This is an optimization exercise on Yosys and OpenROAD, whose aim is small area and few clock cycles per item, not a production implementation. The RTL was checked by simulation tests, not by an equivalence proof against the original design. Power and IR drop assume default switching activity.

==> exp/nickel <==
==> flow/design.v <==
module kl200_fcr (
    input  wire        clk,
    input  wire        rst,           
    input  wire        op_valid,
    output wire        op_ready,
    input  wire [63:0] op_word,
    output wire        res_valid,
    output wire [3:0]  res_kind,
    output wire [31:0] res_data,
    output wire        tx_valid,
    output wire [71:0] tx_frame,
    output wire        xd_valid,
    output wire [3:0]  xd_code,
    output wire [15:0] xd_addr,
    output wire [15:0] xd_data,
    output wire [7:0]  xd_status,
    input  wire [7:0]  rd_idx,
    output reg  [31:0] rd_data
);
    localparam DEPTH = 32;
    localparam K_DONE      = 4'd0;
    localparam K_OVERRUN   = 4'd1;
    localparam K_ILLEGAL   = 4'd2;
    localparam K_IGNORED   = 4'd3;
    localparam K_POLLBUSY  = 4'd4;
    localparam K_POLLNAUTO = 4'd5;
    localparam K_POLLNONE  = 4'd6;
    localparam K_SAMPLE    = 4'd7;
    localparam K_DISCARD   = 4'd8;
    localparam K_STARTED   = 4'd9;
    localparam K_REJECTED  = 4'd10;
    localparam K_EXCHDONE  = 4'd11;
    localparam O_NONE     = 4'd0;
    localparam O_SUCCESS  = 4'd1;
    localparam O_TIMEOUT  = 4'd2;
    localparam O_CSUM     = 4'd3;
    localparam O_RESP     = 4'd4;
    localparam O_REJECTED = 4'd5;
    localparam O_TRANSPORT= 4'd6;
    localparam O_PARAM    = 4'd7;
    localparam O_MODE     = 4'd8;
    localparam O_BUSY     = 4'd9;
    reg        exst;           
    reg [7:0]  exp_sync;
    reg [7:0]  exp_cmd;
    reg [1:0]  exp_mreq;
    reg        exp_kind;       
    reg        mode;           
    reg [15:0] last_dist;
    reg [15:0] last_addr;
    reg        last_valid;
    reg [15:0] resp_addr;
    reg [15:0] resp_data;
    reg [7:0]  resp_status;
    reg [3:0]  outcome;
    reg        ovr;
    reg        ill;
    reg [8*DEPTH-1:0] q;       
    reg [5:0]         count;
    wire [63:0] w = op_word;
    wire d_nop     = (w == 64'h0000000000000000);
    wire d_rxb     = (w[63:8] == 56'h10000000000000);
    wire d_poll    = (w == 64'h2000000000000000);
    wire d_start   = (w[63:58] == 6'b001100) && (w[57:56] != 2'b11);
    wire d_timeout = (w == 64'h4000000000000000);
    wire d_txfail  = (w == 64'h5000000000000000);
    wire d_flush   = (w == 64'h6000000000000000);
    wire d_brst    = (w == 64'h7000000000000000);
    wire d_illegal = !(d_nop | d_rxb | d_poll | d_start | d_timeout |
                       d_txfail | d_flush | d_brst);
    wire [7:0]  rx_byte = w[7:0];
    wire [1:0]  s_mreq  = w[57:56];
    wire [7:0]  s_sync  = w[55:48];
    wire [7:0]  s_cmd   = w[47:40];
    wire [15:0] s_addr  = w[39:24];
    wire [7:0]  s_p0    = w[23:16];
    wire [7:0]  s_p1    = w[15:8];
    wire [7:0]  s_p2    = w[7:0];
    wire step = op_valid && !rst;
    wire [7:0] win [0:8];
    genvar gi;
    generate
        for (gi = 0; gi < 9; gi = gi + 1) begin : g_win
            assign win[gi] = q[8*gi +: 8];
        end
    endgenerate
    wire q_full   = count[5];
    wire q_has9   = (count >= 9);
    wire [7:0] x8 = win[0] ^ win[1] ^ win[2] ^ win[3] ^
                    win[4] ^ win[5] ^ win[6] ^ win[7];
    wire poll_ok = (x8 == win[8]) && (win[0] == 8'h62) && (win[1] == 8'h33);
    wire s_is_dist = (s_sync == 8'h62) && (s_cmd == 8'h33);
    wire s_is_addr = (s_sync == 8'h62) && (s_cmd == 8'h32);
    wire s_busy    = exst;
    wire s_mconf   = !s_busy && s_is_dist && mode;
    wire s_param   = !s_busy && !s_mconf && s_is_addr && ({s_p0, s_p1} == 16'hFFFF);
    wire s_accept  = !s_busy && !s_mconf && !s_param;
    wire [7:0] tx_csum = s_sync ^ s_cmd ^ 8'h09 ^ s_addr[15:8] ^ s_addr[7:0] ^
                         s_p0 ^ s_p1 ^ s_p2;
    wire rxb_append   = d_rxb && !q_full;
    wire settle_rxb   = d_rxb && exst && (count == 6'd8);
    wire settle_start = d_start && s_accept && q_has9;
    wire settle       = settle_rxb || settle_start;
    wire [7:0] c8 = settle_rxb ? rx_byte : win[8];
    wire [7:0] c_sync = settle_start ? s_sync    : exp_sync;
    wire [7:0] c_cmd  = settle_start ? s_cmd     : exp_cmd;
    wire [1:0] c_mreq = settle_start ? s_mreq    : exp_mreq;
    wire       c_kind = settle_start ? s_is_dist : exp_kind;
    wire c_csum_ok = (x8 == c8);
    wire c_pair_ok = (win[0] == c_sync) && (win[1] == c_cmd);
    wire c_valid   = c_csum_ok && c_pair_ok;
    reg [3:0] c_outcome;
    always @(*) begin
        if (!c_csum_ok)                          c_outcome = O_CSUM;
        else if (!c_pair_ok)                     c_outcome = O_RESP;
        else if (c_kind || win[7] == 8'h66)      c_outcome = O_SUCCESS;
        else                                     c_outcome = O_REJECTED;
    end
    wire [15:0] c_addr   = {win[3], win[4]};
    wire [15:0] c_data   = {win[5], win[6]};
    wire [7:0]  c_status = win[7];
    wire c_success = c_valid && (c_kind || win[7] == 8'h66);
    wire c_is_mode = (c_sync == 8'h62) && (c_cmd == 8'h34) && (c_mreq != 2'b00);
    reg [3:0]  r_kind;
    reg [31:0] r_data;
    always @(*) begin
        r_kind = K_DONE;
        r_data = 32'd0;
        if (d_illegal) begin
            r_kind = K_ILLEGAL;
        end else if (d_rxb) begin
            if (q_full) begin
                r_kind = K_OVERRUN;
                r_data = {24'd0, rx_byte};
            end
        end else if (d_poll) begin
            if (exst)            r_kind = K_POLLBUSY;
            else if (!mode)      r_kind = K_POLLNAUTO;
            else if (!q_has9)    r_kind = K_POLLNONE;
            else if (poll_ok) begin
                r_kind = K_SAMPLE;
                r_data = {win[3], win[4], win[5], win[6]};
            end else begin
                r_kind = K_DISCARD;
                r_data = {24'd0, win[0]};
            end
        end else if (d_start) begin
            if (s_busy) begin
                r_kind = K_REJECTED;
                r_data = {28'd0, O_BUSY};
            end else if (s_mconf) begin
                r_kind = K_REJECTED;
                r_data = {28'd0, O_MODE};
            end else if (s_param) begin
                r_kind = K_REJECTED;
                r_data = {28'd0, O_PARAM};
            end else begin
                r_kind = K_STARTED;
            end
        end else if (d_timeout) begin
            if (exst) begin
                r_kind = K_EXCHDONE;
                r_data = {28'd0, O_TIMEOUT};
            end else begin
                r_kind = K_IGNORED;
            end
        end else if (d_txfail) begin
            if (exst) begin
                r_kind = K_EXCHDONE;
                r_data = {28'd0, O_TRANSPORT};
            end else begin
                r_kind = K_IGNORED;
            end
        end
    end
    assign op_ready  = !rst;
    assign res_valid = step;
    assign res_kind  = r_kind;
    assign res_data  = r_data;
    assign tx_valid = step && d_start && s_accept;
    assign tx_frame = {s_sync, s_cmd, 8'h09, s_addr, s_p0, s_p1, s_p2, tx_csum};
    assign xd_valid  = step && settle;
    assign xd_code   = c_outcome;
    assign xd_addr   = c_addr;
    assign xd_data   = c_data;
    assign xd_status = c_status;
    wire poll_scan = d_poll && !exst && mode && q_has9;
    always @(posedge clk) begin
        if (rst || (step && d_brst)) begin
            exst        <= 1'b0;
            exp_sync    <= 8'd0;
            exp_cmd     <= 8'd0;
            exp_mreq    <= 2'd0;
            exp_kind    <= 1'b0;
            mode        <= 1'b0;
            last_dist   <= 16'd0;
            last_addr   <= 16'd0;
            last_valid  <= 1'b0;
            resp_addr   <= 16'd0;
            resp_data   <= 16'd0;
            resp_status <= 8'd0;
            outcome     <= O_NONE;
            ovr         <= 1'b0;
            ill         <= 1'b0;
            count       <= 6'd0;
        end else if (step) begin
            if (d_illegal)
                ill <= 1'b1;
            if (d_rxb) begin
                if (q_full)
                    ovr <= 1'b1;
                else
                    count <= settle_rxb ? 6'd0 : count + 6'd1;
            end
            if (d_flush) begin
                count <= 6'd0;
                ovr   <= 1'b0;
            end
            if (poll_scan) begin
                if (poll_ok) begin
                    count      <= count - 6'd9;
                    last_addr  <= {win[3], win[4]};
                    last_dist  <= {win[5], win[6]};
                    last_valid <= 1'b1;
                end else begin
                    count <= count - 6'd1;
                end
            end
            if (d_start) begin
                if (s_mconf)
                    outcome <= O_MODE;
                else if (s_param)
                    outcome <= O_PARAM;
                else if (s_accept) begin
                    exp_sync <= s_sync;
                    exp_cmd  <= s_cmd;
                    exp_mreq <= s_mreq;
                    exp_kind <= s_is_dist;
                    outcome  <= O_NONE;
                    exst     <= 1'b1;
                end
            end
            if (d_timeout && exst) begin
                outcome <= O_TIMEOUT;
                exst    <= 1'b0;
            end
            if (d_txfail && exst) begin
                outcome <= O_TRANSPORT;
                exst    <= 1'b0;
            end
            if (settle) begin
                if (settle_start)
                    count <= count - 6'd9;
                outcome <= c_outcome;
                exst    <= 1'b0;
                if (c_valid) begin
                    resp_addr   <= c_addr;
                    resp_data   <= c_data;
                    resp_status <= c_status;
                end
                if (c_success && c_kind) begin
                    last_addr  <= c_addr;
                    last_dist  <= c_data;
                    last_valid <= 1'b1;
                end
                if (c_success && c_is_mode)
                    mode <= (c_mreq == 2'b10);
            end
        end
    end
    wire q_wr   = step && rxb_append;
    wire q_pop1 = step && poll_scan && !poll_ok;
    wire q_pop9 = step && ((poll_scan && poll_ok) || settle_start);
    generate
        for (gi = 0; gi < DEPTH; gi = gi + 1) begin : g_q
            wire       sw = q_wr && (count[4:0] == gi);
            wire       sh = !(sw || q_pop1 || q_pop9);
            wire [7:0] n1 = (gi + 1 < DEPTH) ? q[8*((gi+1)%DEPTH) +: 8] : 8'd0;
            wire [7:0] n9 = (gi + 9 < DEPTH) ? q[8*((gi+9)%DEPTH) +: 8] : 8'd0;
            always @(posedge clk)
                q[8*gi +: 8] <= ({8{sh}}     & q[8*gi +: 8]) |
                                ({8{sw}}     & rx_byte) |
                                ({8{q_pop1}} & n1) |
                                ({8{q_pop9}} & n9);
        end
    endgenerate
    always @(*) begin
        case (rd_idx)
            8'd0: rd_data = {20'd0, outcome, 3'd0, ill, ovr, last_valid, mode, exst};
            8'd1: rd_data = {last_addr, last_dist};
            8'd2: rd_data = {resp_addr, resp_data};
            8'd3: rd_data = {24'd0, resp_status};
            8'd4: rd_data = {13'd0, exp_kind, exp_mreq, exp_cmd, exp_sync};
            8'd5: rd_data = {26'd0, count};
            default: rd_data = 32'd0;
        endcase
    end
endmodule
==> flow/run.sh <==
#!/bin/bash
# synth_recipe.tcl (not shown) runs the flow's synth.tcl, then flattens the netlist and writes it again
# the make line also repeats each setting of config.mk as NAME=value (left out here)
make -C /OpenROAD-flow-scripts/flow DESIGN_CONFIG=/design/flow/config.mk WORK_HOME=/design/flow/orfs CLKGATE_MAP_FILE= SYNTH_SCRIPT=/design/flow/synth_recipe.tcl finish
==> flow/config.mk <==
export PLATFORM = sky130hd
export DESIGN_NAME = kl200_fcr
export DESIGN_NICKNAME = kl200_fcr
export VERILOG_FILES = /design/flow/design.v
export SDC_FILE = /design/flow/constraint.sdc
export NUM_CORES = 4
export LEC_CHECK = 0
export CAP_MARGIN = 20
export CORE_MARGIN = 2
export CORE_UTILIZATION = 40
export PLACE_DENSITY = 0.6
export SLEW_MARGIN = 20
==> flow/constraint.sdc <==
create_clock -name core_clock -period 12.0 [get_ports {clk}]
set_input_delay 2.4000 -clock core_clock [delete_from_list [all_inputs] [get_ports {clk}]]
set_output_delay 2.4000 -clock core_clock [all_outputs]
set_load 0.01 [all_outputs]
==> inputs of exp/cedar, as changes to exp/nickel <==
--- a/flow/design.v
+++ b/flow/design.v
@@ -20,2 +20,3 @@
     localparam DEPTH = 32;
+    localparam AW    = 5;
     localparam K_DONE      = 4'd0;
@@ -57,4 +58,5 @@
     reg        ill;
-    reg [8*DEPTH-1:0] q;       
-    reg [5:0]         count;
+    reg [7:0]    qmem [0:DEPTH-1];
+    reg [AW-1:0] head;
+    reg [AW:0]   count;
     wire [63:0] w = op_word;
@@ -83,10 +85,11 @@
         for (gi = 0; gi < 9; gi = gi + 1) begin : g_win
-            assign win[gi] = q[8*gi +: 8];
+            wire [AW-1:0] idx = head + gi;
+            assign win[gi] = qmem[idx];
         end
     endgenerate
-    wire q_full   = count[5];
+    wire q_full   = (count == DEPTH);
     wire q_has9   = (count >= 9);
-    wire [7:0] x8 = win[0] ^ win[1] ^ win[2] ^ win[3] ^
-                    win[4] ^ win[5] ^ win[6] ^ win[7];
-    wire poll_ok = (x8 == win[8]) && (win[0] == 8'h62) && (win[1] == 8'h33);
+    wire [7:0] poll_csum = win[0] ^ win[1] ^ win[2] ^ win[3] ^
+                           win[4] ^ win[5] ^ win[6] ^ win[7];
+    wire poll_ok = (poll_csum == win[8]) && (win[0] == 8'h62) && (win[1] == 8'h33);
     wire s_is_dist = (s_sync == 8'h62) && (s_cmd == 8'h33);
@@ -95,3 +98,3 @@
     wire s_mconf   = !s_busy && s_is_dist && mode;
-    wire s_param   = !s_busy && !s_mconf && s_is_addr && ({s_p0, s_p1} == 16'hFFFF);
+    wire s_param   = !s_busy && !s_mconf && s_is_addr && ({s_p0, s_p1} > 16'hFFFE);
     wire s_accept  = !s_busy && !s_mconf && !s_param;
@@ -100,6 +103,12 @@
     wire rxb_append   = d_rxb && !q_full;
-    wire settle_rxb   = d_rxb && exst && (count == 6'd8);
+    wire settle_rxb   = d_rxb && exst && !q_full && (count == 8);
     wire settle_start = d_start && s_accept && q_has9;
     wire settle       = settle_rxb || settle_start;
-    wire [7:0] c8 = settle_rxb ? rx_byte : win[8];
+    wire [7:0] cw [0:8];
+    generate
+        for (gi = 0; gi < 8; gi = gi + 1) begin : g_cw
+            assign cw[gi] = win[gi];
+        end
+    endgenerate
+    assign cw[8] = settle_rxb ? rx_byte : win[8];
     wire [7:0] c_sync = settle_start ? s_sync    : exp_sync;
@@ -108,4 +117,5 @@
     wire       c_kind = settle_start ? s_is_dist : exp_kind;
-    wire c_csum_ok = (x8 == c8);
-    wire c_pair_ok = (win[0] == c_sync) && (win[1] == c_cmd);
+    wire [7:0] c_csum = cw[0] ^ cw[1] ^ cw[2] ^ cw[3] ^ cw[4] ^ cw[5] ^ cw[6] ^ cw[7];
+    wire c_csum_ok = (c_csum == cw[8]);
+    wire c_pair_ok = (cw[0] == c_sync) && (cw[1] == c_cmd);
     wire c_valid   = c_csum_ok && c_pair_ok;
@@ -115,9 +125,9 @@
         else if (!c_pair_ok)                     c_outcome = O_RESP;
-        else if (c_kind || win[7] == 8'h66)      c_outcome = O_SUCCESS;
+        else if (c_kind || cw[7] == 8'h66)       c_outcome = O_SUCCESS;
         else                                     c_outcome = O_REJECTED;
     end
-    wire [15:0] c_addr   = {win[3], win[4]};
-    wire [15:0] c_data   = {win[5], win[6]};
-    wire [7:0]  c_status = win[7];
-    wire c_success = c_valid && (c_kind || win[7] == 8'h66);
+    wire [15:0] c_addr   = {cw[3], cw[4]};
+    wire [15:0] c_data   = {cw[5], cw[6]};
+    wire [7:0]  c_status = cw[7];
+    wire c_success = c_valid && (c_outcome == O_SUCCESS);
     wire c_is_mode = (c_sync == 8'h62) && (c_cmd == 8'h34) && (c_mreq != 2'b00);
@@ -183,5 +193,5 @@
     assign xd_code   = c_outcome;
-    assign xd_addr   = c_addr;
-    assign xd_data   = c_data;
-    assign xd_status = c_status;
+    assign xd_addr   = c_valid ? c_addr   : 16'd0;
+    assign xd_data   = c_valid ? c_data   : 16'd0;
+    assign xd_status = c_valid ? c_status : 8'd0;
     wire poll_scan = d_poll && !exst && mode && q_has9;
@@ -204,3 +214,4 @@
             ill         <= 1'b0;
-            count       <= 6'd0;
+            head        <= {AW{1'b0}};
+            count       <= {(AW+1){1'b0}};
         end else if (step) begin
@@ -211,7 +222,5 @@
                     ovr <= 1'b1;
-                else
-                    count <= settle_rxb ? 6'd0 : count + 6'd1;
             end
             if (d_flush) begin
-                count <= 6'd0;
+                count <= {(AW+1){1'b0}};
                 ovr   <= 1'b0;
@@ -220,2 +229,3 @@
                 if (poll_ok) begin
+                    head       <= head + 5'd9;
                     count      <= count - 6'd9;
@@ -225,2 +235,3 @@
                 end else begin
+                    head  <= head + 5'd1;
                     count <= count - 6'd1;
@@ -250,5 +261,7 @@
             end
+            if (rxb_append && !settle_rxb)
+                count <= count + 6'd1;
             if (settle) begin
-                if (settle_start)
-                    count <= count - 6'd9;
+                head    <= head + 5'd9;
+                count   <= settle_rxb ? {(AW+1){1'b0}} : count - 6'd9;
                 outcome <= c_outcome;
@@ -270,18 +283,7 @@
     end
-    wire q_wr   = step && rxb_append;
-    wire q_pop1 = step && poll_scan && !poll_ok;
-    wire q_pop9 = step && ((poll_scan && poll_ok) || settle_start);
-    generate
-        for (gi = 0; gi < DEPTH; gi = gi + 1) begin : g_q
-            wire       sw = q_wr && (count[4:0] == gi);
-            wire       sh = !(sw || q_pop1 || q_pop9);
-            wire [7:0] n1 = (gi + 1 < DEPTH) ? q[8*((gi+1)%DEPTH) +: 8] : 8'd0;
-            wire [7:0] n9 = (gi + 9 < DEPTH) ? q[8*((gi+9)%DEPTH) +: 8] : 8'd0;
-            always @(posedge clk)
-                q[8*gi +: 8] <= ({8{sh}}     & q[8*gi +: 8]) |
-                                ({8{sw}}     & rx_byte) |
-                                ({8{q_pop1}} & n1) |
-                                ({8{q_pop9}} & n9);
-        end
-    endgenerate
+    wire [AW-1:0] tail = head + count[AW-1:0];
+    always @(posedge clk) begin
+        if (!rst && step && rxb_append)
+            qmem[tail] <= rx_byte;
+    end
     always @(*) begin
==> inputs of exp/pepper, as changes to exp/nickel <==
--- a/flow/design.v
+++ b/flow/design.v
@@ -280,6 +280,3 @@
             always @(posedge clk)
-                q[8*gi +: 8] <= ({8{sh}}     & q[8*gi +: 8]) |
-                                ({8{sw}}     & rx_byte) |
-                                ({8{q_pop1}} & n1) |
-                                ({8{q_pop9}} & n9);
+                q[8*gi +: 8] <= ~(~(({8{sh}} & q[8*gi +: 8]) | ({8{q_pop1}} & n1) | ({8{q_pop9}} & n9)) & ~({8{sw}} & rx_byte));
         end
==> flow/flow/run.sh (new file) <==
#!/bin/bash
set -o pipefail
export BUFFER_PORTS_ARGS="-buffer_cell sky130_fd_sc_hd__buf_1"
export CTS_ARGS="-sink_clustering_enable -repair_clock_nets -dont_use_dummy_load -buf_list sky130_fd_sc_hd__clkbuf_2"
bash standard.sh > standard.log 2>&1
==> flow/standard.sh (new file) <==
#!/bin/bash
# synth_recipe.tcl (not shown) runs the flow's synth.tcl, then flattens the netlist and writes it again
# the make line also repeats each setting of config.mk as NAME=value (left out here)
make -C /OpenROAD-flow-scripts/flow DESIGN_CONFIG=/design/flow/config.mk WORK_HOME=/design/flow/orfs CLKGATE_MAP_FILE= SYNTH_SCRIPT=/design/flow/synth_recipe.tcl "${@:-finish}"
--- a/flow/config.mk
+++ b/flow/config.mk
@@ -9,4 +9,4 @@
 export CORE_MARGIN = 2
-export CORE_UTILIZATION = 40
-export PLACE_DENSITY = 0.6
+export CORE_UTILIZATION = 65
+export PLACE_DENSITY = 0.75
 export SLEW_MARGIN = 20
removed: flow/run.sh
==> run summary <==
item	exp/pepper	exp/nickel	exp/cedar
Status	timing/DRC/antenna clean	timing/DRC/antenna clean	timing/DRC/antenna clean
Synth Instances	2,565	2,868	2,832
Clock Power	0.000649 W	0.00128 W	0.00143 W
Number of vias per cell after detailed routing	6.54	5.80	6.88
Max incr delay on CP	0.75 ns	0.84 ns	0.79 ns
Critical Path End	xd_code[2]	xd_code[2]	xd_status[3]
FF-to-FF End	resp_data[5]$_SDFFE_PP0P_	last_dist[3]$_SDFFE_PP0P_	last_addr[6]$_SDFFE_PP0P_
Met2 track utilization from global routing	66.2%	49.1%	49.6%
Clock transition at the registers of the reported paths	0.10 ns	0.06 ns	0.06 ns
Fraction of area in multi-input gates	53.9%	48.5%	56.4%
Final worst setup slack	3.94 ns	2.20 ns	1.25 ns
Buffers excl. clock	287	296	361
Worst voltage drop across the vdd grid	0.0884 mV	0.114 mV	0.0953 mV
Placement Setup Slack	4.01 ns	2.30 ns	1.39 ns
Basic-gate share of the synthesized area counting and, or, nand and nor cells	28.6%	26.1%	9.45%
Most area-hungry cell type in the Yosys netlist	sky130_fd_sc_hd__dfxtp_1	sky130_fd_sc_hd__dfxtp_1	sky130_fd_sc_hd__mux4_2
Worst clock skew on the final layout	0.180 ns	0.0197 ns	0.0287 ns
Final min period	8.06 ns	9.80 ns	10.75 ns
Antenna diode count	1	3	0
GR Layer Usage met3	8.06%	4.17%	8.78%
Final #Nets	2,752	2,983	3,048
Cell repeated most along the worst path	sky130_fd_sc_hd__buf_1	sky130_fd_sc_hd__clkdlybuf4s50_1	-
Number of clock buffers inserted by TritonCTS	92	42	45
Flip-flop and latch count after synthesis	362	362	372
Testbench counts of exp/nickel, summed over its fixed seeds: cycles 24,000, ops 24,000.
Testbench counts of exp/cedar, summed over its fixed seeds: cycles 24,000, ops 24,000.
Testbench counts of exp/pepper, summed over its fixed seeds: cycles 24,000, ops 24,000.

## re-timing with driven ports
The results above use ideal ports. As a check the final layouts listed here were re-extracted and re-timed, cells and wires unchanged.
Step 1: set_driving_cell puts a clkbuf_16 on clk and a buf_2 on each other input, an assumption about the parent block.
Step 2 also shifts input and output timing later by t, the mid clock arrival at the registers, as if the neighbouring blocks saw the same clock.
a / b / c = no drivers / after step 1 / after step 2; a / b = the first two.
run | shift t [ns] | slack for setup (ns) | hold slack, ns | slew at the worst register clock pin (ns) | pins driven straight from the clock port
exp/nickel | 0.625 | 2.204 / 2.184 / 2.184 | 0.454 / 0.454 / 0.454 | 0.06 / 0.06 | 1
exp/cedar | 0.673 | 1.246 / 1.196 / 1.220 | 0.457 / 0.457 / 0.457 | 0.07 / 0.07 | 1
exp/pepper | 0.939 | 3.936 / 3.916 / 3.916 | 0.416 / 0.416 / 0.416 | 0.11 / 0.11 | 1
After both steps every run listed still meets setup and hold. For exp/cedar, which loses most, drivers alone change the setup slack by -0.050 ns; drivers and shift together by -0.026 ns.
